Context: an optimization exercise on an open-source flow, tuned for small area, a short achievable clock period and few clock cycles per item. The choices shown serve that exercise and are no tape-out recipe. Where RTL was checked, it was by simulation tests only, not by an equivalence proof against the original. For runs 1 and 2, only the layout was checked, not whether the RTL still works. Power figures rest on the tool's default switching activity, not on a simulated workload.

==> flow/design.v <==
module pulse_tx_codec (
    input  wire       clk,
    input  wire       rst,         
    input  wire       in_valid,
    input  wire [7:0] in_data,
    input  wire       in_last,
    output wire       in_ready,
    output wire       out_valid,
    output wire [7:0] out_data,
    input  wire       out_ready
);
    localparam [7:0] FLAG = 8'h55;
    localparam [2:0] W_IDLE  = 3'd0;    
    localparam [2:0] W_START = 3'd1;    
    localparam [2:0] W_DATA  = 3'd2;    
    localparam [2:0] W_FCS   = 3'd3;    
    localparam [2:0] W_CLOSE = 3'd4;    
    function [31:0] crc32_byte(input [31:0] crc_in, input [7:0] d);
        integer k;
        reg [31:0] r;
        begin
            r = crc_in ^ {24'd0, d};
            for (k = 0; k < 8; k = k + 1)
                r = r[0] ? ((r >> 1) ^ 32'hEDB8_8320) : (r >> 1);
            crc32_byte = r;
        end
    endfunction
    reg         ir;          
    assign in_ready = ir;
    reg         oa_v, ob_v;
    reg  [7:0]  oa_d, ob_d;
    wire        push;                    
    wire [7:0]  push_d;
    assign out_valid = oa_v;
    assign out_data  = oa_d;
    reg  [256*9-1:0] ring;
    reg  [7:0]  da;          
    reg  [7:0]  db;          
    reg         rp, wp;      
    reg         vp;          
    reg         empty;       
    reg         full;        
    reg         c255;        
    wire [8:0]  head = ring[256*9-1 -: 9];
    wire [8:0]  next_head = ring[255*9-1 -: 9];
    reg         is_code;     
    reg         head_ok;     
    wire [255:0] ta;
    genvar gi;
    generate
        for (gi = 0; gi < 256; gi = gi + 1) begin : g_ta
            if (gi >= 1 && gi <= 253)
                assign ta[gi] = ring[(253-gi)*9 + 8];
            else
                assign ta[gi] = 1'b0;
        end
    endgenerate
    wire [6:0]  f0, f1, f2, f3;
    genvar gg;
    generate
        for (gg = 0; gg < 4; gg = gg + 1) begin : g_grp
            wire [63:0] b = ta[64*gg +: 64];
            wire [31:0] v1; wire [31:0]    i1;
            wire [15:0] v2; wire [16*2-1:0] i2;
            wire [7:0]  v3; wire [8*3-1:0]  i3;
            wire [3:0]  v4; wire [4*4-1:0]  i4;
            wire [1:0]  v5; wire [2*5-1:0]  i5;
            for (gi = 0; gi < 32; gi = gi + 1) begin : l1
                assign v1[gi] = b[2*gi] | b[2*gi+1];
                assign i1[gi] = !b[2*gi];
            end
            for (gi = 0; gi < 16; gi = gi + 1) begin : l2
                assign v2[gi] = v1[2*gi] | v1[2*gi+1];
                assign i2[gi*2 +: 2] = v1[2*gi] ? {1'b0, i1[2*gi]} : {1'b1, i1[2*gi+1]};
            end
            for (gi = 0; gi < 8; gi = gi + 1) begin : l3
                assign v3[gi] = v2[2*gi] | v2[2*gi+1];
                assign i3[gi*3 +: 3] = v2[2*gi] ? {1'b0, i2[4*gi +: 2]} : {1'b1, i2[4*gi+2 +: 2]};
            end
            for (gi = 0; gi < 4; gi = gi + 1) begin : l4
                assign v4[gi] = v3[2*gi] | v3[2*gi+1];
                assign i4[gi*4 +: 4] = v3[2*gi] ? {1'b0, i3[6*gi +: 3]} : {1'b1, i3[6*gi+3 +: 3]};
            end
            for (gi = 0; gi < 2; gi = gi + 1) begin : l5
                assign v5[gi] = v4[2*gi] | v4[2*gi+1];
                assign i5[gi*5 +: 5] = v4[2*gi] ? {1'b0, i4[8*gi +: 4]} : {1'b1, i4[8*gi+4 +: 4]};
            end
            wire [6:0] fr = {v5[0] | v5[1], v5[0] ? {1'b0, i5[0 +: 5]} : {1'b1, i5[5 +: 5]}};
            if (gg == 0) begin : a0 assign f0 = fr; end
            if (gg == 1) begin : a1 assign f1 = fr; end
            if (gg == 2) begin : a2 assign f2 = fr; end
            if (gg == 3) begin : a3 assign f3 = fr; end
        end
    endgenerate
    reg  [6:0]  g0, g1, g2, g3;
    reg         g1_55;       
    wire        t254 = ring[8];
    wire        g3v  = g3[6] || t254;
    wire [5:0]  g3i  = g3[6] ? g3[5:0] : 6'd62;
    wire        found = g0[6] || g1[6] || g2[6] || g3v;
    wire [7:0]  code_n = g0[6] ? {2'd0, g0[5:0]} :
                         g1[6] ? {2'd1, g1[5:0]} :
                         g2[6] ? {2'd2, g2[5:0]} :
                         g3v   ? {2'd3, g3i}     : 8'hFF;
    wire        code_55 = !g0[6] && g1[6] && g1_55;
    reg  [7:0]  code_q;      
    wire        consume = rp && !empty && !ob_v && head_ok;
    assign push   = consume;
    assign push_d = is_code ? code_q : head[7:0];
    reg  [2:0]  wst;
    reg  [7:0]  run;         
    reg         run_full;    
    reg  [1:0]  fidx;
    reg  [31:0] crc;
    wire [7:0]  x = (wst == W_FCS) ? ~crc[7:0] : in_data;
    reg         has_slot;
    reg  [8:0]  nslot;
    reg         uses_x;
    always @* begin
        has_slot = 1'b0;
        nslot    = {1'b1, 8'h00};
        uses_x   = 1'b0;
        case (wst)
            W_IDLE:  begin has_slot = in_valid; nslot = {1'b1, FLAG}; end
            W_START: begin has_slot = 1'b1; end
            W_DATA, W_FCS: begin
                has_slot = (wst == W_FCS) || in_valid || run_full;
                if (!run_full) begin
                    uses_x = 1'b1;
                    if (x != 8'h00)
                        nslot = {1'b0, (x == FLAG) ? 8'h00 : x};
                end
            end
            W_CLOSE: begin has_slot = 1'b1; nslot = {1'b1, FLAG}; end
            default: ;
        endcase
    end
    wire        write_nc = has_slot && (empty || (wp && !full));
    wire        write_c  = has_slot && (empty || wp);
    wire        write    = consume ? write_c : write_nc;
    wire        take = write && uses_x && (wst == W_DATA);
    wire        inc = write && !consume;
    wire        dec = consume && !write;
    wire        c1      = (db == 8'd1);
    wire        c254    = !empty && (da == 8'd2);
    wire        empty_n = inc ? 1'b0 : (dec ? c1 : empty);
    wire        full_n  = inc ? c255 : (dec ? 1'b0 : full);
    wire        c255_n  = inc ? c254 : (dec ? full : c255);
    wire        rp_n = consume || (!(write && empty) && (da == 8'd1));
    wire        wp_n = write || (db == 8'd1);
    wire        head_ok_n = !(next_head[8] && !next_head[0]) || found || full_n || c255_n;
    reg  [2:0]  wst_n;
    always @* begin
        wst_n = wst;
        if (write)
            case (wst)
                W_IDLE:  wst_n = W_START;
                W_START: wst_n = W_DATA;
                W_DATA:  if (uses_x && in_last) wst_n = W_FCS;
                W_FCS:   if (uses_x && fidx == 2'd3) wst_n = W_CLOSE;
                default: wst_n = W_IDLE;
            endcase
    end
    wire        run_full_n = write ? (uses_x && x != 8'h00 && run == 8'd253) : run_full;
    wire        ob_v_n = (!oa_v || out_ready) ? (ob_v && push) : (ob_v || push);
    wire        consume_n = rp_n && !empty_n && !ob_v_n && head_ok_n;
    wire        ir_n = (wst_n == W_DATA) && !run_full_n &&
                       (empty_n || (wp_n && (!full_n || consume_n)));
    always @(posedge clk) begin
        ring <= {ring[255*9-1:0],
                 write ? nslot : {head[8] && vp && !consume, head[7:0]}};
        g0 <= f0;
        g1 <= f1;
        g2 <= f2;
        g3 <= f3;
        g1_55 <= (f1[5:0] == 6'd21);
        code_q  <= code_55 ? 8'h00 : code_n;
        is_code <= next_head[8] && !next_head[0];
        head_ok <= head_ok_n;
        rp <= rp_n;
        wp <= wp_n;
        vp <= !empty_n && (rp_n || (vp && !wp_n));
        if (consume)
            da <= 8'd0;
        else if (write && empty)
            da <= 8'd255;
        else
            da <= da - 8'd1;
        if (write)
            db <= 8'd0;
        else
            db <= db - 8'd1;
        if (!oa_v || out_ready) begin
            oa_v <= ob_v || push;
            oa_d <= ob_v ? ob_d : push_d;
            ob_v <= ob_v && push;
            ob_d <= push_d;
        end else if (push) begin
            ob_v <= 1'b1;
            ob_d <= push_d;
        end
        if (write) begin
            case (wst)
                W_IDLE:  crc <= 32'hFFFF_FFFF;
                W_START: run <= 8'd0;
                W_DATA, W_FCS: begin
                    if (!uses_x || x == 8'h00)
                        run <= 8'd0;
                    else
                        run <= run + 8'd1;
                    if (uses_x) begin
                        if (wst == W_DATA) begin
                            crc  <= crc32_byte(crc, in_data);
                            fidx <= 2'd0;
                        end else begin
                            crc  <= {8'hFF, crc[31:8]};
                            fidx <= fidx + 2'd1;
                        end
                    end
                end
                default: ;
            endcase
        end
        if (rst) begin
            empty    <= 1'b1;
            full     <= 1'b0;
            c255     <= 1'b0;
            vp       <= 1'b0;
            wst      <= W_IDLE;
            run_full <= 1'b0;
            ir       <= 1'b0;
            oa_v     <= 1'b0;
            ob_v     <= 1'b0;
        end else begin
            empty <= empty_n;
            full  <= full_n;
            c255  <= c255_n;
            wst      <= wst_n;
            run_full <= run_full_n;
            ir       <= ir_n;
        end
    end
endmodule
==> flow/flow/run.sh <==
#!/bin/bash
set -euo pipefail
MARGIN=5.3
sed "s/SETUP_SLACK_MARGIN=[0-9.]*/SETUP_SLACK_MARGIN=${MARGIN}/" standard.sh > standard_margin.sh
grep -q "SETUP_SLACK_MARGIN=${MARGIN}" standard_margin.sh
bash standard_margin.sh > flow.log 2>&1
==> flow/standard.sh <==
#!/bin/bash
# synth_recipe.tcl (not shown) runs the flow's synth.tcl, then flattens the netlist and writes it again
# the make line also repeats each setting of config.mk as NAME=value (left out here)
make -C /OpenROAD-flow-scripts/flow DESIGN_CONFIG=/design/flow/config.mk WORK_HOME=/design/flow/orfs CLKGATE_MAP_FILE= SYNTH_SCRIPT=/design/flow/synth_recipe.tcl "${@:-finish}"
==> flow/config.mk <==
export PLATFORM = sky130hd
export DESIGN_NAME = pulse_tx_codec
export DESIGN_NICKNAME = pulse_tx_codec
export VERILOG_FILES = /design/flow/design.v
export SDC_FILE = /design/flow/constraint.sdc
export NUM_CORES = 4
export LEC_CHECK = 0
export CAP_MARGIN = 20
export CORE_MARGIN = 2
export CORE_UTILIZATION = 60
export CTS_CLUSTER_DIAMETER = 80
export CTS_CLUSTER_SIZE = 30
export SETUP_SLACK_MARGIN = 5.0
export SLEW_MARGIN = 20
==> flow/constraint.sdc <==
create_clock -name core_clock -period 8.0 [get_ports {clk}]
set_input_delay 1.6000 -clock core_clock [delete_from_list [all_inputs] [get_ports {clk}]]
set_output_delay 1.6000 -clock core_clock [all_outputs]
set_load 0.01 [all_outputs]
==> results.toml, run 1 <==
[floorplanning]
io_pins = 23
core_um2 = 90100
die-area_um2 = 93400
dieHeight_um = 306
die_w_um = 306
fp-row-count = 110
initial_core_util_pct = 60.6

[worst_setup_path]
arrival_ns = 1.25
crit_cells = 1
required_ns = 6.40
critPathCapture = "out_data[1]"
slowest_stage = "edfxtp_1"
r2r_slack_ns = 5.45
cpPeakStageDelay_ns = 0.39
r2r-end = "run_full"
crit_family = "flip-flops"
endpoint_kind = "output port"
cp_num_buf_inv = 1
r2r_cells = 7
worstSetupPathType = "reg2out"
crit_path_start = "oa_d[1]"
timing.rr.start = "wst[0]"
crit_fanout = 1
cp-start-kind = "flop"
cp_cell_sequence = "buf_2"

[detailed_routing]
vias = 21600
viasPerCell = 4.63
met2WireLength_um = 27300
drc = 0
drt-met1-wl_um = 34700
routed.top_layer = "met4"
dr_wl_met3_um = 2080
routedWlPerCell_um = 14.1
detail-route-antenna-nets = 0
wl_um = 65900
drt_iter0_drc = 1210
firstDrtPassIters = 5

[logic_synthesis]
ys_ff_latch = 2430
syn_area_um2 = 54600
async_flop_share_pct = 0
yosys_warnings = 1
synth-edff-count = 58
avgSynthCellArea_um2 = 16.3
ys_seq_area_share_pct = 90.2
ys_dominant_reg_cell = "dfxtp_1"
synth_nets = 3367
synth_cell_types = 63
synthCells = 3346

[placed_design]
placedCellCount = 4521
gp_congestion = 0.803
place_area_um2 = 56500
dp_hpwl_um = 37100
numPortBuffers = 22
dpl_worst_slack_ns = 3.90

[cells_and_area]
drive_gt1_share_pct = 6.42
mostFrequentLayoutCells = "2370 x dfxtp_1, 137 x nor2_1, 95 x clkbuf_16"
final_area_um2 = 59500
syn2layout_area_growth_pct = 9.03
layout.nets = 3493
antennaDiodeCount = 0
final_cells = 4665
final_common_cell = "dfxtp_1"
fin_util_pct = 66.0

[timing]
setup_viol = 0
relSlewSlack_pct = 47.6
fin_skew_ns = 0.0312
final_hold_viol_count = 0
rsz0062_at_grt = "true"
final-max-slew-violation-count = 0
tns_ns = 0
layout_setup_ws_ns = 5.15
tightest_slew_ns = 0.784
min_period_over_period_pct = 35.6
period_minus_slack_ns = 2.85
clock.fmax_mhz = 351
fin_hold_ws_ns = 0.309

[global_routing]
grt_max_degree = 61
grt_overflow = 0
grt_usage_pct = 14.4
grt_pass1_wl_um = 111000
antenna_found_initial = 0
grt_pass1_vias = 21900

[clock_network]
cts.reportedPaths.clkPinSlew_ns = 0.11
cts_sinks = 2430
root_buffer = "clkbuf_16"
tritoncts = "yes"
clockBufferDepth = 3
insertion_delay_ns = 0.71
cts-htree-levels = 3
numCtsBuffers = 94
cts_hold_buf = 0

[power_and_ir_drop]
vdd_drop_max_mv = 0.212
p_leak_nw = 23.0
power_density_nw_per_um2 = 321
p_total_mw = 19.1

[job]
drv_cap = 0

[status]
status = "complete, no violations"

[min_path]
min_path_type = "reg2reg"
sequential cells by signal, summed over array words and instances, names as in the netlist, 2 cells and up:
signal,cells
da,8
run,8
wst,3
crc,32
oa_d,8
fidx,2
g1,7
code_q,8
ob_d,8
g3,7
ring,2304
g0,7
g2,7
db,8
area by class of cell:
type,instances,area (um2)
inverters,59,221
clock inverters,16,285
multi-input cells,835,5470
well taps,1176,1470
clock buffers,97,2380
repair buffers,52,465
flip-flops and latches,2430,49200
fillers,6185,30600
repair_timing:
| action | CTS | global route |
|---|---|---|
| gates cloned | 1 | 2 |
| gates resized for setup | 75 | 21 |
| setup endpoints to repair | 78 | 39 |
| endpoints found under the hold margin | 0 | 0 |
| setup buffers | 20 | 8 |
| pin swaps | 14 | 9 |
metal layers:
metal  global-route usage, %  vias to the layer above
li1                        -                    11100
met1                    21.5                    10100
met2                    21.1                      245
met3                    2.81                      136
met4                    5.12                        0
met5                       0                        -
synth_stat cells, types with 7 or more instances:
master | number | share of area [%]
dfxtp_1 | 2372 | 87
nor2_1 | 138 | 0.95
o21ai_0 | 77 | 0.71
a21oi_1 | 74 | 0.68
nand2_1 | 72 | 0.50
inv_1 | 59 | 0.41
edfxtp_1 | 58 | 3.2
nor4_1 | 54 | 0.62
xnor2_1 | 50 | 0.80
nand3_1 | 40 | 0.37
nor3_1 | 38 | 0.35
nor2b_1 | 29 | 0.33
or3_1 | 26 | 0.30
clkbuf_1 | 22 | 0.15
nand2b_1 | 17 | 0.19
o31ai_1 | 17 | 0.23
or4_1 | 17 | 0.23
mux2_2 | 16 | 0.33
a31oi_1 | 13 | 0.15
o21bai_1 | 11 | 0.15
o211ai_1 | 9 | 0.12
a211oi_1 | 8 | 0.11
and3_1 | 8 | 0.092
ha_1 | 8 | 0.18
xnor2_2 | 8 | 0.24
a21boi_0 | 7 | 0.096
o22ai_1 | 7 | 0.080
xor2_1 | 7 | 0.11
where the power goes:
part	leakage, nW	switching [mW]	internal, mW
clock	1.29	3.38	2.22
sequential	19.7	0.213	12.6
combinational	2.00	0.335	0.300
total	23.0	3.93	15.2
how the worst min path moves through the flow:
stage	startpoint	to	slack, ns	cells past startpoint
6_report	ring[169]	ring[178]	0.31	0
5_1_grt	ring[402]	ring[411]	0.31	0
4_1_cts	ring[169]	ring[178]	0.31	0
3_5_place_dp	ring[1168]	ring[1177]	0.31	0
3_3_place_gp	ring[1132]	ring[1141]	0.31	0
2_1_floorplan	ring[991]	ring[1000]	0.31	0
kinds of logic after synthesis:
kind of cell | synth area share, %
compound gates | 3.06
xor+xnor | 1.25
fa+ha+maj | 0.183
buf+inv | 0.582
flops | 90.2
mux | 0.367
simple gates | 4.40
==> run 2, diff against run 1 <==
==> flow/run.sh (new file) <==
#!/bin/bash
# synth_recipe.tcl (not shown) runs the flow's synth.tcl, then flattens the netlist and writes it again
# the make line also repeats each setting of config.mk as NAME=value (left out here)
make -C /OpenROAD-flow-scripts/flow DESIGN_CONFIG=/design/flow/config.mk WORK_HOME=/design/flow/orfs CLKGATE_MAP_FILE= SYNTH_SCRIPT=/design/flow/synth_recipe.tcl finish
removed: flow/flow/run.sh
removed: flow/standard.sh
==> run 2 against run 1 <==
Compared with the run above: clock power decreased by 3%; first-iteration DRC count is 2.9% lower; design area shrank 0.61%; critical path depth rose by 6; wire length shrank 1.7%; non-clock buffer count fell by 8; largest cell class unchanged; largest power group unchanged.
==> results.toml, run 2 <==
[logic_synthesis]
ys_seq_area_share_pct = 90.2
synthCells = 3346
synth_top_area_cell = "dfxtp_1"
synth_nets = 3367
ys_dominant_reg_cell = "dfxtp_1"
yosys_warnings = 1
synth_top_area_share_pct = 87.0
syn_area_um2 = 54600
async_flop_share_pct = 0
synth_most_common_cell = "dfxtp_1"
ys_top_cells_by_count = "2372 x dfxtp_1, 138 x nor2_1, 77 x o21ai_0, 74 x a21oi_1, 72 x nand2_1"
ys_ff_latch = 2430
synth_cell_types = 63
avgSynthCellArea_um2 = 16.3
synth-edff-count = 58
synth_area_leaders = "dfxtp_1 87%, edfxtp_1 3.2%, nor2_1 0.95%, xnor2_1 0.80%, o21ai_0 0.71%"

[cells_and_area]
final_area_um2 = 59200
top_register = "ring"
layout.nets = 3481
largest_reg_flops = 2304
final_common_cell = "dfxtp_1"
mostFrequentLayoutCells = "2372 x dfxtp_1, 137 x nor2_1, 93 x clkbuf_16"
fill_cells = 6290
antennaDiodeCount = 0
final_cells = 4652
largestRegisters = "ring x2304, crc x32"
syn2layout_area_growth_pct = 8.37
drive_gt1_share_pct = 5.12

[global_routing]
grt_usage_pct = 14.2
grt_util_met2_pct = 20.9
use_met3_pct = 2.79
use_met1_pct = 21.2
grt_pass1_wl_um = 110000
busiest_layer = "met1"
grt_max_degree = 60
antenna_found_initial = 0
grt_pass1_vias = 21900
grt_overflow = 0

[floorplanning]
io_pins = 23
initial_core_util_pct = 60.6
dieHeight_um = 306
die_w_um = 306
core_um2 = 90100
fp-row-count = 110
die-area_um2 = 93400

[clock_network]
cts_sinks = 2430
root_buffer = "clkbuf_16"
clockBufferDepth = 3
insertion_delay_ns = 0.69
cts.reportedPaths.clkPinSlew_ns = 0.10
tritoncts = "yes"
cts_hold_buf = 0
numCtsBuffers = 92
cts-htree-levels = 3

[detailed_routing]
drc = 0
detail-route-antenna-nets = 0
routedWlPerCell_um = 13.9
firstDrtPassIters = 5
viasPerCell = 4.64
wl_um = 64800
drt_iter0_drc = 1175
vias = 21600

[worst_setup_path]
timing.rr.start = "wst[0]"
r2r-end = "run_full"
arrival_ns = 3.48
required_ns = 8.56
worstSetupPathType = "in2reg"
r2r_slack_ns = 5.39
cp-start-kind = "primary input"
endpoint_kind = "flop"
r2r_cells = 6
crit_fanout = 4

[status]
status = "complete, no violations"

[timing]
layout_setup_ws_ns = 5.08
period_minus_slack_ns = 2.92
min_period_over_period_pct = 36.5
final-max-slew-violation-count = 0
relSlewSlack_pct = 30.2
final_hold_viol_count = 0
tns_ns = 0
tightest_slew_ns = 1.04
clock.fmax_mhz = 342
setup_viol = 0
rsz0062_at_grt = "false"
fin_skew_ns = 0.0279

[power_and_ir_drop]
p_leak_nw = 22.9
p_sw_mw = 3.81
clkPwrFrac_pct = 28.8
vdd_drop_max_mv = 0.238
p_total_mw = 18.9
swShare_pct = 20.2
power_density_nw_per_um2 = 319
intPower_mw = 15.0
power_frac_comb_pct = 3.0
seq_power_share_pct = 68.1

[placed_design]
dpl_worst_slack_ns = 3.57
dp_hpwl_um = 36600
gp_congestion = 0.801
placedCellCount = 4521
place_area_um2 = 56400
numPortBuffers = 22

[min_path]
worstHoldStart = "ring[1931]"
min_path_type = "reg2reg"
hold_path_depth = 0
min_to = "ring[1940]"

[job]
drv_cap = 0
run 2: cell counts after synthesis:
Identical to the previous run, type by type.
run 2: final cells by class:
class | count | area [um2] | share of cell area [%]
clock buffer | 99 | 2350 | 3.97
clock inverter | 11 | 164 | 0.277
inverter | 59 | 221 | 0.374
multi-input combinational | 833 | 5320 | 8.99
sequential | 2430 | 49200 | 83.2
tap | 1176 | 1470 | 2.49
timing repair buffer | 44 | 412 | 0.696
run 2: how the worst max path moves through the flow:
stage / from / slack, ns / cells after the start / to
2_1_floorplan: in_data[3] / 4.83 / 6 / crc[20]
3_3_place_gp: in_data[1] / 3.68 / 7 / ir
3_5_place_dp: in_data[1] / 3.57 / 7 / ir
4_1_cts: in_data[1] / 4.94 / 7 / ir
5_1_grt: oa_d[0] / 5.01 / 1 / out_data[0]
6_report: in_data[4] / 5.08 / 7 / crc[20]
run 2: kinds of logic (layout without fill, tap and decap cells):
kind of cell               after synthesis  in the layout  synth area share [%]
AOI/OAI and AO/OA                      267            267                  3.06
xor gates and xnor gates                67             67                  1.25
adders and majority gates                8              8                 0.183
buffers and inverters                   84            213                 0.582
DFF                                   2430           2430                  90.2
muxes                                   18             18                 0.367
and+or+nand+nor                        472            473                  4.40
run 2: what timing repair did:
| action | 4_1_cts | 5_1_grt |
|---|---|---|
| pin swaps | 9 | 9 |
| endpoints found under the setup margin | 57 | 26 |
| gates resized for setup | 31 | 15 |
| setup buffers | 12 | 8 |
| cloned | 0 | 1 |
run 2: per-stage QoR:
| stage | hold slack (ns) | util, % |
|---|---|---|
| floorplan | 0.310 | - |
| global placement | 0.310 | 62.5 |
| detailed placement | 0.312 | 62.5 |
| CTS | 0.313 | 65.5 |
| global route | 0.309 | 65.6 |
| finish | 0.318 | 65.6 |
run 2: layer usage:
layer,part of all wire (%),up-vias
met5,0,-
met4,2.6,0
met3,3.2,113
met2,41,202
met1,53,10200
li1,-,11100
run 2: worst max-delay path, cell delays in order:
cell	delay, ns
dlygate4sd2_1	0.34
xnor2_4	0.28
xnor2_2	0.16
xor3_2	0.51
xnor2_2	0.18
or3_1	0.32
nand3_1	0.09
run 2: power by group through the flow:
stage          sequential, mW  clock (mW)  combinational, mW
2_1_floorplan            13.0           0              0.406
3_3_place_gp             13.1           0              0.493
3_5_place_dp             13.1           0              0.517
4_1_cts                  12.9        5.65              0.560
5_1_grt                  12.9        6.07              0.641
6_report                 12.8        5.44              0.570
==> run 3, diff against run 2 <==
--- a/flow/design.v
+++ b/flow/design.v
@@ -29,10 +29,11 @@
     assign in_ready = ir;
     reg         oa_v, ob_v;
     reg  [7:0]  oa_d, ob_d;
+    reg  [7:0]  od;          
     wire        push;                    
     wire [7:0]  push_d;
     assign out_valid = oa_v;
-    assign out_data  = oa_d;
+    assign out_data  = od;
     reg  [256*9-1:0] ring;
     reg  [7:0]  da;          
     reg  [7:0]  db;          
@@ -190,9 +191,11 @@
             db <= 8'd0;
         else
             db <= db - 8'd1;
+        od <= (!oa_v || out_ready) ? (ob_v ? ob_d : push_d) : oa_d;
         if (!oa_v || out_ready) begin
             oa_v <= ob_v || push;
-            oa_d <= ob_v ? ob_d : push_d;
+            if (ob_v || push)
+                oa_d <= ob_v ? ob_d : push_d;
             ob_v <= ob_v && push;
             ob_d <= push_d;
         end else if (push) begin
==> flow/flow/run.sh (new file) <==
#!/bin/bash
set -euo pipefail
MARGIN=5.5
sed "s/SETUP_SLACK_MARGIN=[0-9.]*/SETUP_SLACK_MARGIN=${MARGIN}/" standard.sh > standard_margin.sh
grep -q "SETUP_SLACK_MARGIN=${MARGIN}" standard_margin.sh
bash standard_margin.sh > flow.log 2>&1
==> flow/standard.sh (new file) <==
#!/bin/bash
# synth_recipe.tcl (not shown) runs the flow's synth.tcl, then flattens the netlist and writes it again
# the make line also repeats each setting of config.mk as NAME=value (left out here)
make -C /OpenROAD-flow-scripts/flow DESIGN_CONFIG=/design/flow/config.mk WORK_HOME=/design/flow/orfs CLKGATE_MAP_FILE= SYNTH_SCRIPT=/design/flow/synth_recipe.tcl "${@:-finish}"
removed: flow/run.sh
==> run 3 against run 2 <==
Compared with the run above: sequential power hardly changed; non-clock buffer count is 39 higher; clock power is 1% higher; worst hold slack hardly changed; still clean; flip-flop and latch count is 8 higher; first-iteration DRC count is 6.9% lower; combinational power is 15% higher; sequential share of layout area is 0.71 points lower; clock-buffer cell count stayed put; via count is 0.12% higher; fmax is 5.7% higher.
==> results.toml, run 3 <==
[status]
status = "complete, no violations"

[timing]
clock.fmax_mhz = 362
setup_viol = 0
layout_setup_ws_ns = 5.24
fin_hold_ws_ns = 0.318
period_minus_slack_ns = 2.76
min_period_over_period_pct = 34.5
final_hold_viol_count = 0
relSlewSlack_pct = 39.2
tns_ns = 0
final-max-slew-violation-count = 0
tightest_slew_ns = 0.908
rsz0062_at_grt = "true"
fin_skew_ns = 0.0285

[logic_synthesis]
synth_top_area_share_pct = 87.3
synth-xor-area-share_pct = 1.10
synth_compound_area_share_pct = 2.68
synthAdderAreaFrac_pct = 0.183
synth_cell_types = 64
yosys_warnings = 1
synth_area_leaders = "dfxtp_1 87%, edfxtp_1 3.2%, nor2_1 1.0%, xnor2_1 0.91%, a21oi_1 0.73%"
synth_top_area_cell = "dfxtp_1"
async_flop_share_pct = 0
synthSimpleGateAreaFrac_pct = 4.23
ys_dominant_reg_cell = "dfxtp_1"
ys_top_cells_by_count = "2380 x dfxtp_1, 149 x nor2_1, 80 x a21oi_1, 68 x o21ai_0, 63 x inv_1"
syn_area_um2 = 54600
synth_top_family_by_area = "simple AND/OR/NAND/NOR gates"
avgSynthCellArea_um2 = 16.4
ys_seq_area_share_pct = 90.5
synth.mux.area_fraction_pct = 0.717
synth_most_common_cell = "dfxtp_1"
synthCells = 3333
synth-edff-count = 58
synth_nets = 3354
ys_ff_latch = 2438

[worst_setup_path]
cp-start-kind = "flop"
worstSetupPathType = "reg2out"
required_ns = 6.40
endpoint_kind = "output port"
cp_cell_sequence = "buf_6"
cpPeakStageDelay_ns = 0.34
arrival_ns = 1.16
cp_num_buf_inv = 1
crit_fanout = 1
slowest_stage = "dfxtp_2"
crit_family = "flip-flops"

[cells_and_area]
largestRegisters = "ring x2304, crc x32"
top_register = "ring"
final_cells = 4678
largest_reg_flops = 2304
drive_gt1_share_pct = 7.85
syn2layout_area_growth_pct = 9.68
final_common_cell = "dfxtp_1"
layout.nets = 3506
mostFrequentLayoutCells = "2372 x dfxtp_1, 143 x nor2_1, 95 x clkbuf_16"
fin_util_pct = 66.4
final_area_um2 = 59900

[clock_network]
clockBufferDepth = 3
insertion_delay_ns = 0.71
cts-htree-levels = 3
cts.reportedPaths.clkPinSlew_ns = 0.10
root_buffer = "clkbuf_16"
tritoncts = "yes"
numCtsBuffers = 93
cts_hold_buf = 0
cts_sinks = 2438

[global_routing]
grt_pass1_vias = 21900
grt_usage_pct = 14.4
grt_overflow = 0
antenna_found_initial = 0
grt_pass1_wl_um = 111000
grt_max_degree = 54

[placed_design]
dp_hpwl_um = 37100
placedCellCount = 4509
gp_congestion = 0.782
place_area_um2 = 56500
dpl_worst_slack_ns = 4.01
numPortBuffers = 22

[floorplanning]
fp-row-count = 110
dieHeight_um = 306
die-area_um2 = 93400
initial_core_util_pct = 60.6
core_um2 = 90100
io_pins = 23
die_w_um = 306

[detailed_routing]
firstDrtPassIters = 5
routedWlPerCell_um = 14.3
wl_um = 66800
drt_iter0_drc = 1094
vias = 21600
viasPerCell = 4.62
drc = 0
detail-route-antenna-nets = 0

[power_and_ir_drop]
p_total_mw = 19.1
p_leak_nw = 23.3
vdd_drop_max_mv = 0.206
power_density_nw_per_um2 = 318

[job]
drv_cap = 0

[min_path]
min_path_type = "reg2reg"
## run 3: power by group
part,internal (mW),switching (mW),total [mW]
registers,12.7,0.209,12.9
clock network,2.18,3.34,5.52
logic,0.335,0.322,0.657
total,15.2,3.87,19.1
## run 3: layer usage
| metal | vias to the layer above | share of wire (%) | global-route usage, % |
|---|---|---|---|
| li1 | 11100 | - | - |
| met1 | 10200 | 52 | 21.3 |
| met2 | 182 | 42 | 21.5 |
| met3 | 142 | 2.8 | 2.67 |
| met4 | 0 | 3.3 | 5.05 |
| met5 | - | 0 | 0 |
## run 3: worst paths after layout
| check | start | endpoint | slack (ns) | cells past startpoint |
|---|---|---|---|---|
| max reg2reg | wst[0] | ir | 5.64 | 9 |
| max | ir | in_ready | 5.24 | 1 |
| min reg2reg | ring[463] | ring[472] | 0.32 | 0 |
| min | ring[463] | ring[472] | 0.32 | 0 |
## run 3: cell type report
cell class	instances	area [um2]
inverters	63	246
fillers	6174	30300
repair buffers	83	883
clock inverters	12	196
diodes	1	2.50
multi-input cells	806	5310
well taps	1176	1470
clock buffers	99	2370
flip-flops and latches	2438	49400
## run 3: cell families (layout without fill, tap and decap cells)
family,Yosys count,after routing
flip-flops,2438,2438
AND/OR/NAND/NOR,455,455
AO/OA/AOI/OAI,240,240
buffers and inverters,89,257
XOR/XNOR,67,67
multiplexers,36,36
adder cells (fa/ha/maj),8,8
other,0,1
## run 3: timing repair
item / 4_1_cts / 5_1_grt
setup buffers: 41 / 13
pin swaps: 21 / 26
endpoints found under the setup margin: 130 / 71
resized for setup: 97 / 39
cloned: 2 / 1
Testbench counts of run 3, summed over its fixed seeds: cycles 97,641, items 900.
==> run 4, diff against run 3 <==
==> flow/flow/run.sh (replaced) <==
#!/bin/bash
set -euo pipefail
MARGIN=5.35
sed "s/SETUP_SLACK_MARGIN=[0-9.]*/SETUP_SLACK_MARGIN=${MARGIN}/" standard.sh > standard_margin.sh
grep -q "SETUP_SLACK_MARGIN=${MARGIN}" standard_margin.sh
bash standard_margin.sh > flow.log 2>&1
==> run 4 against run 3 <==
Compared with the run above: highest routed layer unchanged; flip-flop and latch count is the same; largest power group unchanged; design area shrank 0.60%; worst hold slack gained 0.0082 ns.
==> results.toml, run 4 <==
[status]
status = "complete, no violations"

[cells_and_area]
syn2layout_area_growth_pct = 9.01
final_common_cell = "dfxtp_1"
top_register = "ring"
final_cells = 4657
mostFrequentLayoutCells = "2377 x dfxtp_1, 146 x nor2_1, 96 x clkbuf_16"
drive_gt1_share_pct = 6.75
largest_reg_flops = 2304
layout.nets = 3484
fin_util_pct = 66.0
largestRegisters = "ring x2304, crc x32"

[logic_synthesis]
syn_area_um2 = 54600
synthCells = 3333
synth_cell_types = 64
ys_top_cells_by_count = "2380 x dfxtp_1, 149 x nor2_1, 80 x a21oi_1, 68 x o21ai_0, 63 x inv_1"
async_flop_share_pct = 0
ys_dominant_reg_cell = "dfxtp_1"
ys_ff_latch = 2438
synth_top_area_share_pct = 87.3
synth_top_area_cell = "dfxtp_1"
yosys_warnings = 1
synth_nets = 3354
synth-edff-count = 58
avgSynthCellArea_um2 = 16.4
synth_area_leaders = "dfxtp_1 87%, edfxtp_1 3.2%, nor2_1 1.0%, xnor2_1 0.91%, a21oi_1 0.73%"
ys_seq_area_share_pct = 90.5
synth_most_common_cell = "dfxtp_1"

[worst_setup_path]
required_ns = 6.40
arrival_ns = 1.13
crit_fanout = 2
endpoint_kind = "output port"
worstSetupPathType = "reg2out"
crit_family = "flip-flops"
slowest_stage = "dfxtp_2"
cp_cell_sequence = "buf_6"
cpPeakStageDelay_ns = 0.34
cp-start-kind = "flop"
cp_num_buf_inv = 1

[global_routing]
grt_pass1_vias = 21700
grt_usage_pct = 14.2
grt_pass1_wl_um = 110000
grt_max_degree = 54
grt_overflow = 0
antenna_found_initial = 1

[timing]
setup_viol = 0
fin_skew_ns = 0.0147
rsz0062_at_grt = "true"
final_hold_viol_count = 0
tightest_slew_ns = 0.903
final-max-slew-violation-count = 0
relSlewSlack_pct = 39.6
fin_hold_ws_ns = 0.326
min_period_over_period_pct = 34.1
clock.fmax_mhz = 366
period_minus_slack_ns = 2.73
tns_ns = 0

[detailed_routing]
drt_iter0_drc = 1167
detail-route-antenna-nets = 0
drc = 0
firstDrtPassIters = 5
viasPerCell = 4.61
wl_um = 65000
routedWlPerCell_um = 14.0
vias = 21400

[floorplanning]
io_pins = 23
die_w_um = 306
fp-row-count = 110
die-area_um2 = 93400
dieHeight_um = 306
initial_core_util_pct = 60.6
core_um2 = 90100

[clock_network]
cts_sinks = 2438
root_buffer = "clkbuf_16"
cts_hold_buf = 0
clockBufferDepth = 3
numCtsBuffers = 92
insertion_delay_ns = 0.68
cts-htree-levels = 3
cts.reportedPaths.clkPinSlew_ns = 0.11
tritoncts = "yes"

[placed_design]
numPortBuffers = 22
dp_hpwl_um = 36100
gp_congestion = 0.817
placedCellCount = 4509

[job]
drv_cap = 0

[power_and_ir_drop]
power_density_nw_per_um2 = 319
vdd_drop_max_mv = 0.241
p_leak_nw = 23.1

[min_path]
min_path_type = "reg2reg"
==> run 4: power breakdown <==
group	switching, mW	total [mW]	internal, mW	leakage, nW
sequential	0.201	12.9	12.7	19.7
combinational	0.306	0.588	0.282	2.11
clock	3.28	5.49	2.22	1.25
==> run 4: cell type report <==
cell class	count	area (um2)
diodes	1	2.50
clock buffers	104	2450
clock inverters	7	108
fillers	6231	30600
inverters	63	246
multi-input cells	806	5260
flip-flops and latches	2438	49400
well taps	1176	1470
repair buffers	62	592
==> run 4: repair_timing <==
| action | CTS | global route |
|---|---|---|
| setup buffers | 31 | 4 |
| pin swaps | 17 | 10 |
| gates cloned | 1 | 0 |
| endpoints found under the setup margin | 110 | 21 |
| resized for setup | 72 | 18 |
==> run 4: final timing paths <==
| check | to | slack (ns) | start | cells after the start |
|---|---|---|---|---|
| worst max-delay path | out_valid | 5.27 | oa_v | 1 |
| worst min-delay path | ring[135] | 0.33 | ring[126] | 0 |
| worst max register to register | ir | 5.52 | wst[0] | 10 |
| worst min register to register | ring[135] | 0.33 | ring[126] | 0 |
==> run 4: stage by stage <==
stage               setup slack [ns]  power, mW  cell area (um2)
global route                    5.19       19.7            59500
detailed placement              4.06       13.7            56500
global placement                3.99       13.6            56500
finish                          5.27       19.0            59500
CTS                             5.20       19.2            59500
floorplan                       4.85       13.5            54900
==> run 4: cell families (layout without fill, tap and decap cells) <==
family	count (synthesis)	after routing	synth area share [%]
flip-flops	2438	2438	90.5
AND/OR/NAND/NOR	455	455	4.23
AO/OA/AOI/OAI	240	240	2.68
buffers and inverters	89	236	0.635
XOR/XNOR	67	67	1.10
multiplexers	36	36	0.717
adder cells (fa/ha/maj)	8	8	0.183
other	0	1	0
==> run 4: per-layer routing <==
| metal | part of all wire, % | global-route usage, % |
|---|---|---|
| met5 | 0 | 0 |
| met4 | 2.8 | 4.50 |
| met3 | 3.0 | 2.73 |
| met1 | 53 | 21.6 |
| met2 | 41 | 20.7 |
==> run 5, diff against run 4 <==
--- a/flow/config.mk
+++ b/flow/config.mk
@@ -7,8 +7,8 @@
 export LEC_CHECK = 0
 export CAP_MARGIN = 20
 export CORE_MARGIN = 2
-export CORE_UTILIZATION = 60
-export CTS_CLUSTER_DIAMETER = 80
+export CORE_UTILIZATION = 66
+export CTS_CLUSTER_DIAMETER = 60
 export CTS_CLUSTER_SIZE = 30
 export SETUP_SLACK_MARGIN = 5.0
 export SLEW_MARGIN = 20
==> run 5 against run 4 <==
Compared with the run above: wire length grew 6.7%; total power up 5.1%; die area is 9.0% lower; critical endpoint is now out_data[4]; sequential share of layout area is 1.3 points lower; highest routed layer unchanged; clock-buffer cell count rose by 13; non-clock buffer count rose by 8; largest power group unchanged.
==> results.toml, run 5 <==
[detailed_routing]
routedWlPerCell_um = 15.0
viasPerCell = 4.71
detail-route-antenna-nets = 0
drt_iter0_drc = 971
vias = 21800
drc = 0
firstDrtPassIters = 5
wl_um = 69400

[logic_synthesis]
ys_seq_area_share_pct = 90.5
async_flop_share_pct = 0
synth_area_leaders = "dfxtp_1 87%, edfxtp_1 3.2%, nor2_1 1.0%, xnor2_1 0.91%, a21oi_1 0.73%"
yosys_warnings = 1
synth_top_area_share_pct = 87.3
syn_area_um2 = 54600
avgSynthCellArea_um2 = 16.4
ys_dominant_reg_cell = "dfxtp_1"
synth_nets = 3354
ys_ff_latch = 2438
ys_top_cells_by_count = "2380 x dfxtp_1, 149 x nor2_1, 80 x a21oi_1, 68 x o21ai_0, 63 x inv_1"
synth-edff-count = 58
synth_top_area_cell = "dfxtp_1"
synth_most_common_cell = "dfxtp_1"
synthCells = 3333
synth_cell_types = 64

[cells_and_area]
drive_gt1_share_pct = 8.66
largestRegisters = "ring x2304, crc x32"
syn2layout_area_growth_pct = 10.8
fin_util_pct = 73.8
layout.nets = 3508
mostFrequentLayoutCells = "2375 x dfxtp_1, 145 x nor2_1, 110 x clkbuf_16"
final_common_cell = "dfxtp_1"
final_cells = 4618
top_register = "ring"
final_area_um2 = 60500
fill_cells = 4887
largest_reg_flops = 2304

[global_routing]
grt_usage_pct = 16.6
antenna_found_initial = 1
grt_pass1_vias = 22500
grt_max_degree = 54
grt_pass1_wl_um = 116000
grt_overflow = 0

[timing]
layout_setup_ws_ns = 5.26
min_period_over_period_pct = 34.3
final-max-slew-violation-count = 0
rsz0062_at_grt = "true"
period_minus_slack_ns = 2.74
relSlewSlack_pct = 35.6
fin_skew_ns = 0.0300
clock.fmax_mhz = 365
fin_hold_ws_ns = 0.321
tns_ns = 0
final_hold_viol_count = 0
tightest_slew_ns = 0.962
setup_viol = 0

[power_and_ir_drop]
vdd_drop_max_mv = 0.267
p_total_mw = 19.9
power_density_nw_per_um2 = 330
p_leak_nw = 23.6

[clock_network]
clockBufferDepth = 3
insertion_delay_ns = 0.69
numCtsBuffers = 107
tritoncts = "yes"
root_buffer = "clkbuf_16"
cts_sinks = 2438
cts.reportedPaths.clkPinSlew_ns = 0.10
cts_hold_buf = 0
cts-htree-levels = 3

[placed_design]
dpl_worst_slack_ns = 4.04
placedCellCount = 4402
place_area_um2 = 56400
gp_congestion = 0.769
numPortBuffers = 22
dp_hpwl_um = 36300

[worst_setup_path]
arrival_ns = 1.14
cp_num_buf_inv = 1
cp_cell_sequence = "buf_2"
required_ns = 6.40
endpoint_kind = "output port"
slowest_stage = "dfxtp_1"
cp-start-kind = "flop"
crit_family = "flip-flops"
crit_fanout = 1
worstSetupPathType = "reg2out"
cpPeakStageDelay_ns = 0.33

[floorplanning]
dieHeight_um = 292
io_pins = 23
initial_core_util_pct = 66.6
fp-row-count = 105
core_um2 = 82000
die_w_um = 292
die-area_um2 = 85000

[job]
drv_cap = 0

[status]
status = "complete, no violations"

[min_path]
min_path_type = "reg2reg"
[run 5: cell counts after synthesis]
No cell type changed its count.
[run 5: final timing paths]
path	depth (start not counted)	start	slack, ns	end
worst max register to register	10	wst[2]	5.46	run_full
worst max-delay path	1	od[4]	5.26	out_data[4]
worst min register to register	0	ring[2077]	0.32	ring[2086]
worst min-delay path	0	ring[2077]	0.32	ring[2086]
[run 5: kinds of logic after synthesis]
family	after synthesis	synth area share, %
AND/OR/NAND/NOR	455	4.23
multiplexers	36	0.717
buffers and inverters	89	0.635
AO/OA/AOI/OAI	240	2.68
adder cells (fa/ha/maj)	8	0.183
flip-flops	2438	90.5
XOR/XNOR	67	1.10
[run 5: what timing repair did]
item                                   4_1_cts  5_1_grt
endpoints found under the hold margin        0        0
resized for setup                           72       25
setup endpoints to repair                  102       51
gates cloned                                 3        1
setup buffers                               38        4
pin swaps                                   19       10
[run 5: area by class of cell]
type / count / area (um2) / share of cell area (%)
antenna: 2 / 5.00 / 0.00827
clock buffer: 117 / 2790 / 4.61
clock inverter: 51 / 631 / 1.04
inverter: 63 / 246 / 0.408
multi-input combinational: 807 / 5310 / 8.77
sequential: 2438 / 49400 / 81.7
tap: 1070 / 1340 / 2.21
timing repair buffer: 70 / 778 / 1.29
[run 5: power breakdown]
part	total [mW]	internal (mW)	switching, mW
Combinational	0.669	0.341	0.328
Clock	6.36	2.67	3.69
Sequential	12.9	12.7	0.221
[run 5: routing by layer]
layer | share of wire, % | global-route usage, %
met4 | 2.6 | 4.68
met3 | 3.2 | 3.03
met1 | 50 | 24.3
met2 | 44 | 25.7
met5 | 0 | 0
==> run 6, diff against run 5 <==
==> flow/flow/run.sh (replaced) <==
#!/bin/bash
set -euo pipefail
MARGIN=5.3
sed "s/SETUP_SLACK_MARGIN=[0-9.]*/SETUP_SLACK_MARGIN=${MARGIN}/" standard.sh > standard_margin.sh
grep -q "SETUP_SLACK_MARGIN=${MARGIN}" standard_margin.sh
bash standard_margin.sh > flow.log 2>&1
--- a/flow/config.mk
+++ b/flow/config.mk
@@ -7,8 +7,8 @@
 export LEC_CHECK = 0
 export CAP_MARGIN = 20
 export CORE_MARGIN = 2
-export CORE_UTILIZATION = 66
-export CTS_CLUSTER_DIAMETER = 60
-export CTS_CLUSTER_SIZE = 30
+export CORE_UTILIZATION = 60
+export CTS_CLUSTER_DIAMETER = 80
+export CTS_CLUSTER_SIZE = 34
 export SETUP_SLACK_MARGIN = 5.0
 export SLEW_MARGIN = 20
==> run 6 against run 5 <==
Compared with the run above: still clean on timing, DRC and antenna; synthesized cell count unchanged; design area shrank 2.0%; clock skew rose by 0.0056 ns; core utilization shrank 8.1 points; critical path type unchanged; largest cell class unchanged.
==> results.toml, run 6 <==
[cells_and_area]
largest_reg_flops = 2304
antennaDiodeCount = 0
largestRegisters = "ring x2304, crc x32"
final_common_cell = "dfxtp_1"
final_area_um2 = 59300
syn2layout_area_growth_pct = 8.53
layout.nets = 3472
drive_gt1_share_pct = 6.41
mostFrequentLayoutCells = "2373 x dfxtp_1, 146 x nor2_1, 85 x clkbuf_16"
top_register = "ring"

[timing]
rsz0062_at_grt = "true"
fin_skew_ns = 0.0356
fin_hold_ws_ns = 0.322
min_period_over_period_pct = 34.1
tightest_slew_ns = 0.887
tns_ns = 0
setup_viol = 0
final-max-slew-violation-count = 0
relSlewSlack_pct = 40.7
period_minus_slack_ns = 2.73
clock.fmax_mhz = 367
final_hold_viol_count = 0

[worst_setup_path]
worstSetupPathType = "reg2out"
endpoint_kind = "output port"
cp_num_buf_inv = 1
arrival_ns = 1.13
crit_fanout = 2
cpPeakStageDelay_ns = 0.34
crit_family = "flip-flops"
cp-start-kind = "flop"
cp_cell_sequence = "buf_6"
slowest_stage = "dfxtp_2"
required_ns = 6.40

[job]
drv_cap = 0

[logic_synthesis]
synth_cell_types = 64
avgSynthCellArea_um2 = 16.4
ys_top_cells_by_count = "2380 x dfxtp_1, 149 x nor2_1, 80 x a21oi_1, 68 x o21ai_0, 63 x inv_1"
synthCells = 3333
ys_dominant_reg_cell = "dfxtp_1"
synth_top_area_cell = "dfxtp_1"
yosys_warnings = 1
synth_nets = 3354
synth_area_leaders = "dfxtp_1 87%, edfxtp_1 3.2%, nor2_1 1.0%, xnor2_1 0.91%, a21oi_1 0.73%"
synth-edff-count = 58
syn_area_um2 = 54600
ys_seq_area_share_pct = 90.5
async_flop_share_pct = 0
synth_most_common_cell = "dfxtp_1"
ys_ff_latch = 2438
synth_top_area_share_pct = 87.3

[power_and_ir_drop]
clkPwrFrac_pct = 28.0
p_sw_mw = 3.76
vdd_drop_max_mv = 0.215
p_leak_nw = 23.0
intPower_mw = 14.9
power_density_nw_per_um2 = 316
seq_power_share_pct = 68.9
swShare_pct = 20.1
power_frac_comb_pct = 3.1

[clock_network]
numCtsBuffers = 83
cts.reportedPaths.clkPinSlew_ns = 0.11
tritoncts = "yes"
root_buffer = "clkbuf_16"
cts_hold_buf = 0
cts_sinks = 2438
insertion_delay_ns = 0.69
cts-htree-levels = 3
clockBufferDepth = 3

[status]
status = "complete, no violations"

[global_routing]
grt_max_degree = 54
grt_util_met2_pct = 20.8
use_met3_pct = 2.36
use_met1_pct = 21.1
antenna_found_initial = 2
grt_overflow = 0
grt_usage_pct = 14.1
grt_pass1_vias = 21500
busiest_layer = "met1"
grt_pass1_wl_um = 109000

[min_path]
min_path_type = "reg2reg"

[floorplanning]
die-area_um2 = 93400
die_w_um = 306
dieHeight_um = 306
initial_core_util_pct = 60.6
fp-row-count = 110
io_pins = 23
core_um2 = 90100

[detailed_routing]
viasPerCell = 4.64
drt_iter0_drc = 1118
wl_um = 64600
vias = 21500
drc = 0
firstDrtPassIters = 5
routedWlPerCell_um = 13.9
detail-route-antenna-nets = 0

[placed_design]
gp_congestion = 0.781
dp_hpwl_um = 36900
numPortBuffers = 22
place_area_um2 = 56500
run 6: cell counts after synthesis:
No cell type changed its count.
run 6: through the flow:
| stage | instances | utilization, % | setup slack [ns] | power, mW |
|---|---|---|---|---|
| 4_1_cts | 4635 | 65.7 | 5.20 | 18.9 |
| 3_5_place_dp | 4509 | 62.7 | 4.09 | 13.7 |
| 3_3_place_gp | 4508 | 62.7 | 4.00 | 13.6 |
| 2_1_floorplan | 3333 | - | 4.85 | 13.5 |
| 5_1_grt | 4641 | 65.7 | 5.21 | 19.4 |
| 6_report | 4641 | 65.7 | 5.27 | 18.7 |
run 6: power groups by stage:
stage	sequential (mW)	clock, mW	combinational, mW
6_report	12.9	5.24	0.577
5_1_grt	12.9	5.83	0.646
4_1_cts	12.9	5.43	0.579
3_5_place_dp	13.2	0	0.503
3_3_place_gp	13.2	0	0.476
2_1_floorplan	13.1	0	0.403
run 6: final cells by class:
class                      instances  area (um2)
sequential                      2438       49400
clock inverter                     9         154
clock buffer                      90        2160
timing repair buffer              59         598
tap                             1176        1470
multi-input combinational        806        5230
fill                            6204       30900
inverter                          63         246
run 6: cell families (layout without fill, tap and decap cells):
group | after synthesis | count (layout) | synth area share, %
compound gates | 240 | 240 | 2.68
xor+xnor | 67 | 67 | 1.10
fa+ha+maj | 8 | 8 | 0.183
buf+inv | 89 | 221 | 0.635
flops | 2438 | 2438 | 90.5
mux | 36 | 36 | 0.717
simple gates | 455 | 455 | 4.23
run 6: path summary, 6_finish.rpt:
kind	from	endpoint	slack (ns)	depth (start not counted)
hold / removal	ring[207]	ring[216]	0.32	0
hold reg to reg	ring[207]	ring[216]	0.32	0
setup reg to reg	ob_v	run[6]	5.48	5
setup / recovery	oa_v	out_valid	5.27	1
run 6: layer usage:
| metal | wire (um) | part of all wire (%) | vias up |
|---|---|---|---|
| li1 | - | - | 11000 |
| met1 | 34200 | 53 | 10200 |
| met2 | 26600 | 41 | 236 |
| met3 | 1960 | 3.0 | 114 |
| met4 | 1830 | 2.8 | 0 |
| met5 | 0 | 0 | - |
run 6: timing repair:
action,CTS,global route
resized for setup,79,10
endpoints found under the setup margin,99,16
setup buffers,26,6
pin swaps,17,8
gates cloned,1,0
==> run 7, diff against run 6 <==
==> flow/flow/run.sh (replaced) <==
#!/bin/bash
set -euo pipefail
MARGIN=5.35
sed "s/SETUP_SLACK_MARGIN=[0-9.]*/SETUP_SLACK_MARGIN=${MARGIN}/" standard.sh > standard_margin.sh
grep -q "SETUP_SLACK_MARGIN=${MARGIN}" standard_margin.sh
bash standard_margin.sh > flow.log 2>&1
==> run 7 against run 6 <==
Compared with the run above: total power is 0.40% higher; clock power is 1% higher; synthesized area stayed put; largest power group unchanged.
==> results.toml, run 7 <==
[status]
status = "complete, no violations"

[logic_synthesis]
synthCells = 3333
avgSynthCellArea_um2 = 16.4
synthSimpleGateAreaFrac_pct = 4.23
ys_seq_area_share_pct = 90.5
synth_compound_area_share_pct = 2.68
synth_top_area_share_pct = 87.3
synth_area_leaders = "dfxtp_1 87%, edfxtp_1 3.2%, nor2_1 1.0%, xnor2_1 0.91%, a21oi_1 0.73%"
synthAdderAreaFrac_pct = 0.183
synth_cell_types = 64
synth_top_family_by_area = "simple AND/OR/NAND/NOR gates"
ys_top_cells_by_count = "2380 x dfxtp_1, 149 x nor2_1, 80 x a21oi_1, 68 x o21ai_0, 63 x inv_1"
ys_dominant_reg_cell = "dfxtp_1"
synth_most_common_cell = "dfxtp_1"
synth-xor-area-share_pct = 1.10
synth-edff-count = 58
synth_top_area_cell = "dfxtp_1"
yosys_warnings = 1
syn_area_um2 = 54600
synth_nets = 3354
ys_ff_latch = 2438
synth.mux.area_fraction_pct = 0.717
async_flop_share_pct = 0

[global_routing]
antenna_found_initial = 1
grt_usage_pct = 14.2
grt_max_degree = 54
grt_pass1_vias = 21600
grt_overflow = 0
grt_pass1_wl_um = 109000

[power_and_ir_drop]
seq_power_share_pct = 68.6
swShare_pct = 20.2
vdd_drop_max_mv = 0.224
clkPwrFrac_pct = 28.3
power_frac_comb_pct = 3.1
power_density_nw_per_um2 = 316
intPower_mw = 15.0
p_sw_mw = 3.79
p_leak_nw = 23.0

[cells_and_area]
antennaDiodeCount = 0
layout.nets = 3475
fill_cells = 6273
drive_gt1_share_pct = 6.60
top_register = "ring"
final_area_um2 = 59300
mostFrequentLayoutCells = "2377 x dfxtp_1, 146 x nor2_1, 86 x clkbuf_16"
largestRegisters = "ring x2304, crc x32"
syn2layout_area_growth_pct = 8.68
final_common_cell = "dfxtp_1"
largest_reg_flops = 2304

[timing]
tightest_slew_ns = 0.939
relSlewSlack_pct = 37.2
min_period_over_period_pct = 33.9
clock.fmax_mhz = 368
period_minus_slack_ns = 2.72
final-max-slew-violation-count = 0
rsz0062_at_grt = "true"
final_hold_viol_count = 0
tns_ns = 0
fin_skew_ns = 0.0190
setup_viol = 0

[placed_design]
numPortBuffers = 22
place_area_um2 = 56500
gp_congestion = 0.817
dp_hpwl_um = 36100

[clock_network]
cts_sinks = 2438
clockBufferDepth = 3
cts-htree-levels = 3
numCtsBuffers = 84
tritoncts = "yes"
root_buffer = "clkbuf_16"
cts.reportedPaths.clkPinSlew_ns = 0.11
insertion_delay_ns = 0.68

[floorplanning]
fp-row-count = 110
initial_core_util_pct = 60.6
die_w_um = 306
core_um2 = 90100
die-area_um2 = 93400
dieHeight_um = 306
io_pins = 23

[worst_setup_path]
cp_cell_sequence = "buf_6"
worstSetupPathType = "reg2out"
cp_num_buf_inv = 1
endpoint_kind = "output port"
cpPeakStageDelay_ns = 0.34
slowest_stage = "dfxtp_2"
required_ns = 6.40
arrival_ns = 1.12
cp-start-kind = "flop"
crit_fanout = 2
crit_family = "flip-flops"

[detailed_routing]
wl_um = 64800
drc = 0
detail-route-antenna-nets = 0
firstDrtPassIters = 4
drt_iter0_drc = 1259
viasPerCell = 4.61
vias = 21400
routedWlPerCell_um = 13.9

[job]
drv_cap = 0

[min_path]
min_path_type = "reg2reg"
==> run 7: cell counts after synthesis <==
No cell type changed its count.
==> run 7: area by class of cell <==
cell class	instances	area [um2]	area share, %
sequential	2438	49400	83.2
multi-input combinational	806	5260	8.86
clock buffer	91	2180	3.68
tap	1176	1470	2.48
timing repair buffer	61	597	1.01
inverter	63	246	0.415
clock inverter	13	193	0.325
==> run 7: logic make-up (layout without fill, tap and decap cells) <==
kind of cell / after synthesis / count (layout)
buffers and inverters: 89 / 228
AO/OA/AOI/OAI: 240 / 240
multiplexers: 36 / 36
XOR/XNOR: 67 / 67
adder cells (fa/ha/maj): 8 / 8
flip-flops: 2438 / 2438
AND/OR/NAND/NOR: 455 / 455
==> run 7: timing repair <==
action,in CTS,in global routing
hold buffers,0,0
cloned,1,0
endpoints found under the setup margin,110,21
pin swaps,18,10
resized for setup,77,13
buffers inserted,30,4
==> run 7: path summary, 6_finish.rpt <==
kind | end | cells past startpoint | slack [ns] | start
setup / recovery | out_valid | 1 | 5.28 | oa_v
hold reg to reg | ring[802] | 0 | 0.32 | ring[793]
hold / removal | ring[802] | 0 | 0.32 | ring[793]
setup reg to reg | g0[0] | 7 | 5.56 | ring[2168]
==> run 7: per-stage QoR <==
stage	hold WS [ns]	util [%]	setup WS, ns	power (mW)	std cells
2_1_floorplan	0.310	-	4.85	13.5	3333
3_3_place_gp	0.309	62.7	3.99	13.6	4508
3_5_place_dp	0.312	62.7	4.06	13.7	4509
4_1_cts	0.321	65.8	5.21	19.0	4644
5_1_grt	0.329	65.8	5.20	19.5	4648
6_report	0.323	65.8	5.28	18.8	4648
==> run 7: layer usage <==
| metal | share of wire [%] | wire [um] | vias up | GRT usage (%) |
|---|---|---|---|---|
| li1 | - | - | 11000 | - |
| met1 | 53 | 34300 | 10100 | 21.5 |
| met2 | 41 | 26600 | 217 | 20.6 |
| met3 | 3.2 | 2060 | 118 | 2.68 |
| met4 | 2.7 | 1780 | 0 | 4.67 |
| met5 | 0 | 0 | - | 0 |
==> run 7: power by group through the flow <==
stage / sequential [mW] / combinational (mW) / clock, mW
after floorplan: 13.1 / 0.403 / 0
after global placement: 13.1 / 0.477 / 0
after detailed placement: 13.1 / 0.506 / 0
after CTS: 12.9 / 0.584 / 5.51
after global routing: 12.9 / 0.656 / 5.91
final: 12.9 / 0.590 / 5.31
==> run 8, diff against run 7 <==
--- a/flow/config.mk
+++ b/flow/config.mk
@@ -7,7 +7,7 @@
 export LEC_CHECK = 0
 export CAP_MARGIN = 20
 export CORE_MARGIN = 2
-export CORE_UTILIZATION = 60
+export CORE_UTILIZATION = 63
 export CTS_CLUSTER_DIAMETER = 80
 export CTS_CLUSTER_SIZE = 34
 export SETUP_SLACK_MARGIN = 5.0
==> run 8 against run 7 <==
Compared with the run above: first-iteration DRC count fell by 27%; die area decreased by 4.7%; largest cell class unchanged; sequential power hardly changed; clock skew is 0.0021 ns higher; cell count down 0.62%; highest routed layer unchanged; still clean on timing, DRC and antenna; largest power group unchanged.
==> results.toml, run 8 <==
[logic_synthesis]
synth_area_leaders = "dfxtp_1 87%, edfxtp_1 3.2%, nor2_1 1.0%, xnor2_1 0.91%, a21oi_1 0.73%"
synth-edff-count = 58
synth_top_area_cell = "dfxtp_1"
synth_cell_types = 64
ys_seq_area_share_pct = 90.5
synth_nets = 3354
ys_top_cells_by_count = "2380 x dfxtp_1, 149 x nor2_1, 80 x a21oi_1, 68 x o21ai_0, 63 x inv_1"
avgSynthCellArea_um2 = 16.4
ys_dominant_reg_cell = "dfxtp_1"
yosys_warnings = 1
ys_ff_latch = 2438
async_flop_share_pct = 0
syn_area_um2 = 54600
synthCells = 3333
synth_most_common_cell = "dfxtp_1"
synth_top_area_share_pct = 87.3

[worst_setup_path]
endpoint_kind = "output port"
cpPeakStageDelay_ns = 0.34
cp_num_buf_inv = 1
slowest_stage = "dfxtp_2"
crit_family = "flip-flops"
cp-start-kind = "flop"
cp_cell_sequence = "buf_6"
required_ns = 6.40
crit_fanout = 1
worstSetupPathType = "reg2out"
arrival_ns = 1.12

[timing]
min_period_over_period_pct = 34.0
tns_ns = 0
setup_viol = 0
period_minus_slack_ns = 2.72
final-max-slew-violation-count = 0
layout_setup_ws_ns = 5.28
tightest_slew_ns = 0.952
rsz0062_at_grt = "true"
fin_skew_ns = 0.0211
clock.fmax_mhz = 368
relSlewSlack_pct = 36.3
final_hold_viol_count = 0

[power_and_ir_drop]
power_frac_comb_pct = 3.4
p_leak_nw = 23.1
power_density_nw_per_um2 = 317
vdd_drop_max_mv = 0.262
p_sw_mw = 3.84
intPower_mw = 15.0
seq_power_share_pct = 68.3
swShare_pct = 20.4
clkPwrFrac_pct = 28.3

[clock_network]
tritoncts = "yes"
insertion_delay_ns = 0.67
root_buffer = "clkbuf_16"
cts-htree-levels = 3
cts_sinks = 2438
cts.reportedPaths.clkPinSlew_ns = 0.11
numCtsBuffers = 84
clockBufferDepth = 3

[cells_and_area]
largest_reg_flops = 2304
largestRegisters = "ring x2304, crc x32"
final_common_cell = "dfxtp_1"
drive_gt1_share_pct = 6.82
syn2layout_area_growth_pct = 8.88
layout.nets = 3481
antennaDiodeCount = 0
mostFrequentLayoutCells = "2376 x dfxtp_1, 144 x nor2_1, 85 x clkbuf_16"
top_register = "ring"
final_area_um2 = 59400

[detailed_routing]
detail-route-antenna-nets = 0
drc = 0
wl_um = 64500
firstDrtPassIters = 7
vias = 21500
viasPerCell = 4.66
routedWlPerCell_um = 14.0
drt_iter0_drc = 918

[placed_design]
gp_congestion = 0.765
numPortBuffers = 22
dpl_worst_slack_ns = 4.04
place_area_um2 = 56500
dp_hpwl_um = 35600

[floorplanning]
dieHeight_um = 298
core_um2 = 85500
io_pins = 23
initial_core_util_pct = 63.8
die-area_um2 = 89000
fp-row-count = 107
die_w_um = 298

[global_routing]
grt_max_degree = 54
grt_pass1_wl_um = 108000
grt_usage_pct = 14.5
antenna_found_initial = 1
grt_pass1_vias = 21500
grt_overflow = 0

[min_path]
min_path_type = "reg2reg"

[job]
drv_cap = 0

[status]
status = "complete, no violations"
-- run 8: layout make-up --
| cell class | count | area (um2) |
|---|---|---|
| tap | 1144 | 1430 |
| clock inverter | 13 | 244 |
| inverter | 63 | 246 |
| sequential | 2438 | 49400 |
| multi-input combinational | 807 | 5290 |
| fill | 5567 | 26100 |
| timing repair buffer | 66 | 697 |
| clock buffer | 88 | 2150 |
-- run 8: per-layer routing --
layer | GRT usage (%) | share of wire, % | up-vias
met2 | 21.4 | 41 | 211
met3 | 2.38 | 2.9 | 118
met4 | 4.81 | 2.9 | 0
li1 | - | - | 11000
met5 | 0 | 0 | -
met1 | 22.1 | 53 | 10200
-- run 8: final timing paths --
check | startpoint | endpoint | slack, ns | cells after the start
worst min register to register | ring[1042] | ring[1051] | 0.32 | 0
worst min-delay path | ring[1042] | ring[1051] | 0.32 | 0
worst max-delay path | ir | in_ready | 5.28 | 1
worst max register to register | ring[1700] | g1_55 | 5.52 | 7
-- run 8: power by group through the flow --
stage | registers [mW] | clock network (mW) | logic (mW)
global route | 12.9 | 5.89 | 0.703
finish | 12.9 | 5.33 | 0.638
floorplan | 13.1 | 0 | 0.403
detailed placement | 13.2 | 0 | 0.488
global placement | 13.1 | 0 | 0.471
CTS | 12.9 | 5.50 | 0.620
-- run 8: through the flow --
stage / power [mW] / instances / hold slack (ns) / utilization (%)
final: 18.8 / 4619 / 0.318 / 69.5
after global routing: 19.5 / 4619 / 0.328 / 69.5
after CTS: 19.0 / 4614 / 0.309 / 69.4
after detailed placement: 13.6 / 4476 / 0.312 / 66.0
after global placement: 13.6 / 4476 / 0.310 / 66.0
after floorplan: 13.5 / 3333 / 0.310 / -
-- run 8: cell families (layout without fill, tap and decap cells) --
kind of cell,after synthesis,after routing,share of synthesized area (%)
AO/OA/AOI/OAI,240,241,2.68
XOR/XNOR,67,67,1.10
adder cells (fa/ha/maj),8,8,0.183
buffers and inverters,89,230,0.635
flip-flops,2438,2438,90.5
multiplexers,36,36,0.717
AND/OR/NAND/NOR,455,455,4.23
-- run 8: what timing repair did --
action                     CTS  global route
setup endpoints to repair  110            32
hold buffers                 0             0
buffers inserted            33             5
cloned                       4             0
pin swaps                   14             6
resized for setup           81            18

static timing again, ports no longer ideal:
Ports are ideal in the flow. The routed layouts listed here were re-timed in OpenROAD.
Step 1, drivers: a clkbuf_16 drives clk and a buf_2 each remaining input, both assumed.
Step 2, shift: input delay + t, output delay - t, t = (earliest + latest rising clock arrival at the registers) / 2. This alone moves slack from input paths to output paths.
Three values: no drivers, after step 1, after step 2; two values: the first two.
| run | shift t [ns] | setup WS [ns] | hold slack, ns | latest minus earliest clock arrival (ns) | slew at the worst register clock pin (ns) |
|---|---|---|---|---|---|
| run 1 | 0.754 | 5.155 / 5.094 / 4.598 | 0.309 / 0.309 / 0.309 | 0.048 / 0.048 | 0.11 / 0.11 |
| run 2 | 0.740 | 5.078 / 5.042 / 4.383 | 0.318 / 0.318 / 0.318 | 0.030 / 0.030 | 0.11 / 0.11 |
| run 3 | 0.752 | 5.237 / 5.175 / 4.724 | 0.318 / 0.318 / 0.318 | 0.042 / 0.042 | 0.11 / 0.11 |
| run 4 | 0.733 | 5.271 / 5.209 / 4.671 | 0.326 / 0.326 / 0.326 | 0.025 / 0.024 | 0.11 / 0.11 |
| run 5 | 0.744 | 5.259 / 5.192 / 4.654 | 0.321 / 0.321 / 0.321 | 0.036 / 0.037 | 0.11 / 0.11 |
| run 6 | 0.731 | 5.272 / 5.210 / 4.664 | 0.322 / 0.322 / 0.322 | 0.038 / 0.038 | 0.12 / 0.12 |
| run 7 | 0.734 | 5.285 / 5.221 / 4.668 | 0.323 / 0.323 / 0.323 | 0.028 / 0.027 | 0.12 / 0.12 |
| run 8 | 0.725 | 5.283 / 5.219 / 4.670 | 0.318 / 0.318 / 0.318 | 0.026 / 0.026 | 0.12 / 0.12 |
After both steps every run listed still meets setup and hold. The setup slack of run 2, which loses most, moves by -0.036 ns with the drivers and by -0.695 ns with both steps.
